This is an optimization exercise on Yosys and OpenROAD, whose aim is small area, not a production implementation.
In this exercise RTL edits were held to simulation tests only and were not proved equivalent to the original.
Power is estimated from default activity; no workload was simulated.

==> 05-09 <==
==> flow/design.v <==
module dxl_decoder #(
    parameter TW = 32                      
) (
    input  wire          clk,
    input  wire          rst,              
    input  wire          in_valid,
    input  wire [7:0]    in_byte,
    input  wire [TW-1:0] in_t_start,
    input  wire [TW-1:0] in_t_end,
    output wire          out_valid,
    output wire [3:0]    out_kind,
    output wire [3:0]    out_cmd,
    output wire [TW-1:0] out_t_start,
    output wire [TW-1:0] out_t_end,
    output wire [1:0]    out_ptag,
    output wire [15:0]   out_int,
    output wire [7:0]    out_b0,
    output wire [7:0]    out_b1
);
    localparam [2:0] S_HEADER   = 3'd0,
                     S_ADDRESS  = 3'd1,
                     S_LENGTH   = 3'd2,
                     S_COMMAND  = 3'd3,
                     S_RAMADDR  = 3'd4,
                     S_ERRCODE  = 3'd5,
                     S_VALUE    = 3'd6,
                     S_CHECKSUM = 3'd7;
    reg [2:0]    state;
    reg [1:0]    cnt;         
    reg          active;      
    reg [15:0]   rem;         
    reg [7:0]    b0;          
    reg [TW-1:0] t0;          
    wire step  = in_valid & ~rst;
    wire st_hd = (state == S_HEADER);
    wire st_ad = (state == S_ADDRESS);
    wire st_ln = (state == S_LENGTH);
    wire st_cm = (state == S_COMMAND);
    wire st_ra = (state == S_RAMADDR);
    wire st_er = (state == S_ERRCODE);
    wire st_va = (state == S_VALUE);
    wire st_ck = (state == S_CHECKSUM);
    wire hi_z    = ~|rem[15:2];
    wire rem_z   = hi_z & ~rem[1] & ~rem[0];
    wire rem_3   = hi_z & rem[1] & rem[0];
    wire rem_ge4 = ~hi_z;
    wire second = cnt[0];
    wire guard = active & ((rem_z & ~second) | st_hd);
    reg [7:0] hdr_b;
    always @* begin
        case (cnt)
            2'd0, 2'd1: hdr_b = 8'hFF;
            2'd2:       hdr_b = 8'hFD;
            default:    hdr_b = 8'h00;
        endcase
    end
    wire hmatch = (in_byte == hdr_b);
    wire hdone  = hmatch & (cnt == 2'd3);
    reg [3:0] cmd_dec;
    always @* begin
        case (in_byte)
            8'h01: cmd_dec = 4'd1;
            8'h02: cmd_dec = 4'd2;
            8'h03: cmd_dec = 4'd3;
            8'h04: cmd_dec = 4'd4;
            8'h05: cmd_dec = 4'd5;
            8'h06: cmd_dec = 4'd6;
            8'h08: cmd_dec = 4'd7;
            8'h10: cmd_dec = 4'd8;
            8'h55: cmd_dec = 4'd9;
            8'h82: cmd_dec = 4'd10;
            8'h83: cmd_dec = 4'd11;
            8'h92: cmd_dec = 4'd12;
            8'h93: cmd_dec = 4'd13;
            default: cmd_dec = 4'd0;
        endcase
    end
    reg [2:0] cmd_next;
    always @* begin
        case (cmd_dec)
            4'd1, 4'd6, 4'd7, 4'd8: cmd_next = S_CHECKSUM;
            4'd9:                   cmd_next = S_ERRCODE;
            4'd0:                   cmd_next = S_VALUE;
            default:                cmd_next = S_RAMADDR;
        endcase
    end
    wire va_done = second | ~rem_ge4;
    reg emit;
    always @* begin
        case (state)
            S_HEADER:  emit = hdone;
            S_LENGTH,
            S_RAMADDR,
            S_CHECKSUM: emit = second;
            S_VALUE:   emit = va_done;
            default:   emit = 1'b1;
        endcase
    end
    reg [2:0] state_n;
    reg [1:0] cnt_n;
    reg       active_n;
    always @* begin
        state_n  = state;
        cnt_n    = cnt;
        active_n = active;
        if (guard) begin
            state_n  = S_HEADER;
            cnt_n    = 2'd0;
            active_n = 1'b0;
        end else begin
            case (state)
                S_HEADER: begin
                    cnt_n = (hmatch & ~hdone) ? cnt + 2'd1 : 2'd0;
                    if (hdone) state_n = S_ADDRESS;
                    if (~hmatch & (cnt != 2'd0)) active_n = 1'b1;
                end
                S_ADDRESS: state_n = S_LENGTH;
                S_LENGTH: begin
                    cnt_n = {1'b0, ~second};
                    if (second) state_n = S_COMMAND;
                end
                S_COMMAND: begin
                    state_n  = cmd_next;
                    active_n = ~rem_z;
                end
                S_RAMADDR: begin
                    cnt_n = {1'b0, ~second};
                    if (second) state_n = S_VALUE;
                end
                S_ERRCODE: state_n = rem_3 ? S_CHECKSUM : S_VALUE;
                S_VALUE: begin
                    cnt_n = {1'b0, ~va_done};
                    if (va_done & rem_3) state_n = S_CHECKSUM;
                end
                default: begin  
                    cnt_n = {1'b0, ~second};
                    if (second) begin
                        state_n  = S_HEADER;
                        active_n = 1'b0;
                    end
                end
            endcase
        end
    end
    wire        rem_ld = st_ln;            
    wire        rem_dc = in_valid & ~rem_z;
    reg  [15:0] rem_n;
    reg         bz;                        
    integer     i;
    always @* begin
        bz = 1'b1;
        for (i = 0; i < 16; i = i + 1) begin
            rem_n[i] = rem[i] ^ (rem_dc & bz);
            bz = bz & ~rem[i];
        end
        if (rem_ld) rem_n = {in_byte, b0};
    end
    always @(posedge clk) begin
        if (rst) begin
            state  <= S_HEADER;
            cnt    <= 2'd0;
            active <= 1'b0;
        end else if (in_valid) begin
            state  <= state_n;
            cnt    <= cnt_n;
            active <= active_n;
        end
    end
    wire          hold   = (cnt != 2'd0);
    wire [7:0]    b0_n   = hold ? b0 : in_byte;
    wire [TW-1:0] t0_n   = hold ? t0 : in_t_start;
    always @(posedge clk) begin
        b0 <= b0_n;
        t0 <= t0_n;
        rem <= rem_n;
    end
    wire pint = ~guard & ~st_hd & ~st_ck;      
    wire pbyt = ~guard & st_ck;                
    assign out_valid   = step & (guard | emit);
    assign out_kind    = guard ? 4'd8 : {1'b0, state};
    assign out_cmd     = (~guard & st_cm) ? cmd_dec : 4'd0;
    assign out_t_start = t0_n;
    assign out_t_end   = in_t_end;
    assign out_ptag    = {pbyt, pint};
    assign out_int     = {(pint & second) ? in_byte : 8'd0,
                          pint ? b0_n : 8'd0};
    assign out_b0      = pbyt ? in_byte : 8'd0;
    assign out_b1      = pbyt ? b0_n : 8'd0;
endmodule
==> flow/flow/run.sh <==
#!/bin/bash
# Standard ORFS layout with three changes:
#  - synthesis maps the logic with an area-oriented ABC script (flow/abc_area.script,
#    selected by ABC_AREA=1) instead of ORFS's; registers are mapped as usual;
#  - port buffers use the smallest buffer cell (buf_1);
#  - a small clock tree (clkbuf_4, no dummy loads), and power recovery after
#    global routing, which downsizes cells with timing slack.
set -euo pipefail
here=$(pwd)
rm -rf scripts_local
cp -r "$FLOW_HOME/scripts" scripts_local
cp flow/abc_area.script scripts_local/abc_area.script
export SCRIPTS_DIR=$here/scripts_local
export BUFFER_PORTS_ARGS="-buffer_cell sky130_fd_sc_hd__buf_1"
export CTS_ARGS="-sink_clustering_enable -repair_clock_nets -dont_use_dummy_load -buf_list sky130_fd_sc_hd__clkbuf_4"
export RECOVER_POWER=100
bash standard.sh > standard_flow.log 2>&1
==> flow/flow/abc_area.script <==
strash
balance -l
resub -K 6 -l
rewrite -l
resub -K 6 -N 2 -l
refactor -l
resub -K 8 -l
balance -l
resub -K 8 -N 2 -l
rewrite -l
resub -K 10 -l
rewrite -z -l
resub -K 10 -N 2 -l
balance -l
resub -K 12 -l
refactor -z -l
resub -K 12 -N 2 -l
rewrite -z -l
balance -l
dch -f
amap
mfs2
strash
balance -l
resub -K 6 -l
rewrite -l
resub -K 6 -N 2 -l
refactor -l
resub -K 8 -l
balance -l
resub -K 8 -N 2 -l
rewrite -l
resub -K 10 -l
rewrite -z -l
resub -K 10 -N 2 -l
balance -l
resub -K 12 -l
refactor -z -l
resub -K 12 -N 2 -l
rewrite -z -l
balance -l
dch -f
amap
mfs2
strash
balance -l
resub -K 6 -l
rewrite -l
resub -K 6 -N 2 -l
refactor -l
resub -K 8 -l
balance -l
resub -K 8 -N 2 -l
rewrite -l
resub -K 10 -l
rewrite -z -l
resub -K 10 -N 2 -l
balance -l
resub -K 12 -l
refactor -z -l
resub -K 12 -N 2 -l
rewrite -z -l
balance -l
dch -f
amap
mfs2
strash
balance -l
resub -K 6 -l
rewrite -l
resub -K 6 -N 2 -l
refactor -l
resub -K 8 -l
balance -l
resub -K 8 -N 2 -l
rewrite -l
resub -K 10 -l
rewrite -z -l
resub -K 10 -N 2 -l
balance -l
resub -K 12 -l
refactor -z -l
resub -K 12 -N 2 -l
rewrite -z -l
balance -l
dch -f
amap
==> flow/standard.sh <==
#!/bin/bash
# synth_recipe.tcl (not shown) runs the flow's synth.tcl, then flattens the netlist and writes it again
# the make line also repeats each setting of config.mk as NAME=value (left out here)
make -C /OpenROAD-flow-scripts/flow DESIGN_CONFIG=/design/flow/config.mk WORK_HOME=/design/flow/orfs CLKGATE_MAP_FILE= SYNTH_SCRIPT=/design/flow/synth_recipe.tcl "${@:-finish}"
==> flow/config.mk <==
export PLATFORM = sky130hd
export DESIGN_NAME = dxl_decoder
export DESIGN_NICKNAME = dxl_decoder
export VERILOG_FILES = /design/flow/design.v
export SDC_FILE = /design/flow/constraint.sdc
export NUM_CORES = 4
export LEC_CHECK = 0
export ABC_AREA = 1
export CAP_MARGIN = 20
export CORE_MARGIN = 2
export CORE_UTILIZATION = 70
export SLEW_MARGIN = 20
==> flow/constraint.sdc <==
create_clock -name core_clock -period 12.0 [get_ports {clk}]
set_input_delay 2.4000 -clock core_clock [delete_from_list [all_inputs] [get_ports {clk}]]
set_output_delay 2.4000 -clock core_clock [all_outputs]
set_load 0.01 [all_outputs]
==> 06-17: changes against 05-09 <==
==> flow/design.v, changed modules only <==
module dxl_decoder #(
    parameter TW = 32                      
) (
    input  wire          clk,
    input  wire          rst,              
    input  wire          in_valid,
    input  wire [7:0]    in_byte,
    input  wire [TW-1:0] in_t_start,
    input  wire [TW-1:0] in_t_end,
    output wire          out_valid,
    output wire [3:0]    out_kind,
    output wire [3:0]    out_cmd,
    output wire [TW-1:0] out_t_start,
    output wire [TW-1:0] out_t_end,
    output wire [1:0]    out_ptag,
    output wire [15:0]   out_int,
    output wire [7:0]    out_b0,
    output wire [7:0]    out_b1
);
    localparam [2:0] K_MASK     = 3'd6;
    localparam [2:0] S_HEADER   = 3'd6,
                     S_ADDRESS  = 3'd7,
                     S_LENGTH   = 3'd4,
                     S_COMMAND  = 3'd5,
                     S_RAMADDR  = 3'd2,
                     S_ERRCODE  = 3'd3,
                     S_VALUE    = 3'd0,
                     S_CHECKSUM = 3'd1;
    reg [2:0]    state;
    reg [1:0]    cnt;
    reg [15:0]   rem;         
    reg [7:0]    b0;          
    reg [TW-1:0] t0;          
    wire step  = in_valid & ~rst;
    wire st_hd = (state == S_HEADER);
    wire st_ad = (state == S_ADDRESS);
    wire st_ln = (state == S_LENGTH);
    wire st_cm = (state == S_COMMAND);
    wire st_ck = (state == S_CHECKSUM);
    wire hi_z    = ~|rem[15:2];
    wire rem_z   = hi_z & ~rem[1] & ~rem[0];
    wire rem_3   = hi_z & rem[1] & rem[0];
    wire rem_ge4 = ~hi_z;
    wire second  = cnt[0];
    wire armed   = cnt[1] & ~st_hd;
    wire guard = armed & (st_ad | (rem_z & ~second));
    reg [7:0] hdr_b;
    always @* begin
        case (cnt)
            2'd0, 2'd1: hdr_b = 8'hFF;
            2'd2:       hdr_b = 8'hFD;
            default:    hdr_b = 8'h00;
        endcase
    end
    wire hmatch = (in_byte == hdr_b);
    wire hdone  = hmatch & (cnt == 2'd3);
    reg [3:0] cmd_dec;
    always @* begin
        case (in_byte)
            8'h01: cmd_dec = 4'd1;
            8'h02: cmd_dec = 4'd2;
            8'h03: cmd_dec = 4'd3;
            8'h04: cmd_dec = 4'd4;
            8'h05: cmd_dec = 4'd5;
            8'h06: cmd_dec = 4'd6;
            8'h08: cmd_dec = 4'd7;
            8'h10: cmd_dec = 4'd8;
            8'h55: cmd_dec = 4'd9;
            8'h82: cmd_dec = 4'd10;
            8'h83: cmd_dec = 4'd11;
            8'h92: cmd_dec = 4'd12;
            8'h93: cmd_dec = 4'd13;
            default: cmd_dec = 4'd0;
        endcase
    end
    reg [2:0] cmd_next;
    always @* begin
        case (cmd_dec)
            4'd1, 4'd6, 4'd7, 4'd8: cmd_next = S_CHECKSUM;
            4'd9:                   cmd_next = S_ERRCODE;
            4'd0:                   cmd_next = S_VALUE;
            default:                cmd_next = S_RAMADDR;
        endcase
    end
    wire va_done = second | ~rem_ge4;
    reg emit;
    always @* begin
        case (state)
            S_HEADER:  emit = hdone;
            S_LENGTH,
            S_RAMADDR,
            S_CHECKSUM: emit = second;
            S_VALUE:   emit = va_done;
            default:   emit = 1'b1;
        endcase
    end
    reg [2:0] state_n;
    reg [1:0] cnt_n;
    always @* begin
        state_n = state;
        cnt_n   = cnt;
        if (guard) begin
            state_n = S_HEADER;
            cnt_n   = 2'd0;
        end else begin
            case (state)
                S_HEADER: begin
                    if (hmatch) begin
                        cnt_n = cnt + 2'd1;
                        if (hdone) state_n = S_ADDRESS;
                    end else if (cnt != 2'd0) begin
                        state_n = S_ADDRESS;
                        cnt_n   = 2'b10;
                    end
                end
                S_ADDRESS: state_n = S_LENGTH;
                S_LENGTH: begin
                    cnt_n = {1'b0, ~second};
                    if (second) state_n = S_COMMAND;
                end
                S_COMMAND: begin
                    state_n = cmd_next;
                    cnt_n   = {~rem_z, 1'b0};
                end
                S_RAMADDR: begin
                    cnt_n[0] = ~second;
                    if (second) state_n = S_VALUE;
                end
                S_ERRCODE: state_n = rem_3 ? S_CHECKSUM : S_VALUE;
                S_VALUE: begin
                    cnt_n[0] = ~va_done;
                    if (va_done & rem_3) state_n = S_CHECKSUM;
                end
                default: begin  
                    cnt_n[0] = ~second;
                    if (second) begin
                        state_n = S_HEADER;
                        cnt_n   = 2'd0;
                    end
                end
            endcase
        end
    end
    wire        rem_ld = st_ln;            
    wire        rem_dc = in_valid & ~rem_z;
    reg  [15:0] rem_n;
    reg         bz;                        
    integer     i;
    always @* begin
        bz = 1'b1;
        for (i = 0; i < 16; i = i + 1) begin
            rem_n[i] = rem[i] ^ (rem_dc & bz);
            bz = bz & ~rem[i];
        end
        if (rem_ld) rem_n = {in_byte, b0};
    end
    always @(posedge clk) begin
        if (rst) begin
            state <= S_HEADER;
            cnt   <= 2'd0;
        end else if (in_valid) begin
            state <= state_n;
            cnt   <= cnt_n;
        end
    end
    wire          hold   = second | (st_hd & cnt[1]);
    wire [7:0]    b0_n   = hold ? b0 : in_byte;
    wire [TW-1:0] t0_n   = hold ? t0 : in_t_start;
    always @(posedge clk) begin
        b0  <= b0_n;
        t0  <= t0_n;
        rem <= rem_n;
    end
    wire pint = ~guard & ~st_hd & ~st_ck;      
    wire pbyt = ~guard & st_ck;                
    assign out_valid   = step & (guard | emit);
    assign out_kind    = guard ? 4'd8 : {1'b0, state ^ K_MASK};
    assign out_cmd     = (~guard & st_cm) ? cmd_dec : 4'd0;
    assign out_t_start = t0_n;
    assign out_t_end   = in_t_end;
    assign out_ptag    = {pbyt, pint};
    assign out_int     = {(pint & second) ? in_byte : 8'd0,
                          pint ? b0_n : 8'd0};
    assign out_b0      = pbyt ? in_byte : 8'd0;
    assign out_b1      = pbyt ? b0_n : 8'd0;
endmodule
==> flow/flow/run.sh (replaced) <==
#!/bin/bash
# Standard ORFS layout with these changes:
#  - synthesis maps the logic with an area-oriented ABC script (flow/abc_area.script,
#    selected by ABC_AREA=1) instead of ORFS's, and without extracting half/full
#    adders first; registers are mapped as usual;
#  - port buffers use the smallest buffer cell (buf_1);
#  - a small clock tree (clkbuf_4, no dummy loads), and power recovery after
#    global routing, which downsizes cells with timing slack.
set -euo pipefail
here=$(pwd)
rm -rf scripts_local
cp -r "$FLOW_HOME/scripts" scripts_local
cp flow/abc_area.script scripts_local/abc_area.script
export SCRIPTS_DIR=$here/scripts_local
export ADDER_MAP_FILE=
export BUFFER_PORTS_ARGS="-buffer_cell sky130_fd_sc_hd__buf_1"
export CTS_ARGS="-sink_clustering_enable -repair_clock_nets -dont_use_dummy_load -buf_list sky130_fd_sc_hd__clkbuf_4"
export RECOVER_POWER=100
bash standard.sh > standard_flow.log 2>&1
Settings changed: CAP_MARGIN 20 to 0, CORE_UTILIZATION 70 to 40, SLEW_MARGIN 20 to 0.
==> notes.md <==
- 05-09 passed the timing, DRC and antenna checks. 06-17 produced a layout that fails on max-capacitance violations, max-slew violations.
- In 05-09 the routed wire length is larger than in 06-17, by about 10%.
- Of 05-09 and 06-17, 05-09 has the higher flip-flop and latch count (gap 1).
- In 05-09 the combinational power is smaller than in 06-17, by about 65%.
- Between 06-17 and 05-09, the lower hold slack is in 05-09 (gap 0.026 ns).
- In count of clock-buffer cells in the layout, 05-09 and 06-17 do not differ.

-- what the ideal ports hide --
No port has a modelled driver above. Below, the same layouts with a new extraction and two added sets of constraints.
Step 1 sets driving cells, clkbuf_16 on the clock port and buf_2 on the other inputs (assumed; they add their load-dependent delay and slew).
Step 2 also shifts input and output timing later by t, the mid clock arrival at the registers, as if the neighbouring blocks saw the same clock.
Three values: ideal ports, drivers, drivers and shift; two values: the first two.
| run | t, ns | slack for setup (ns) | clock arrival spread, ns | worst slew at a driven data input, ns |
|---|---|---|---|---|
| 05-09 | 0.408 | 5.213 / 5.189 / 5.189 | 0.017 / 0.017 | 0.08 |
| 06-17 | 0.399 | 4.406 / 4.378 / 4.521 | 0.039 / 0.039 | 0.07 |
The setup slack of 05-09, which loses most, moves by -0.024 ns with the drivers and by -0.024 ns with both steps.
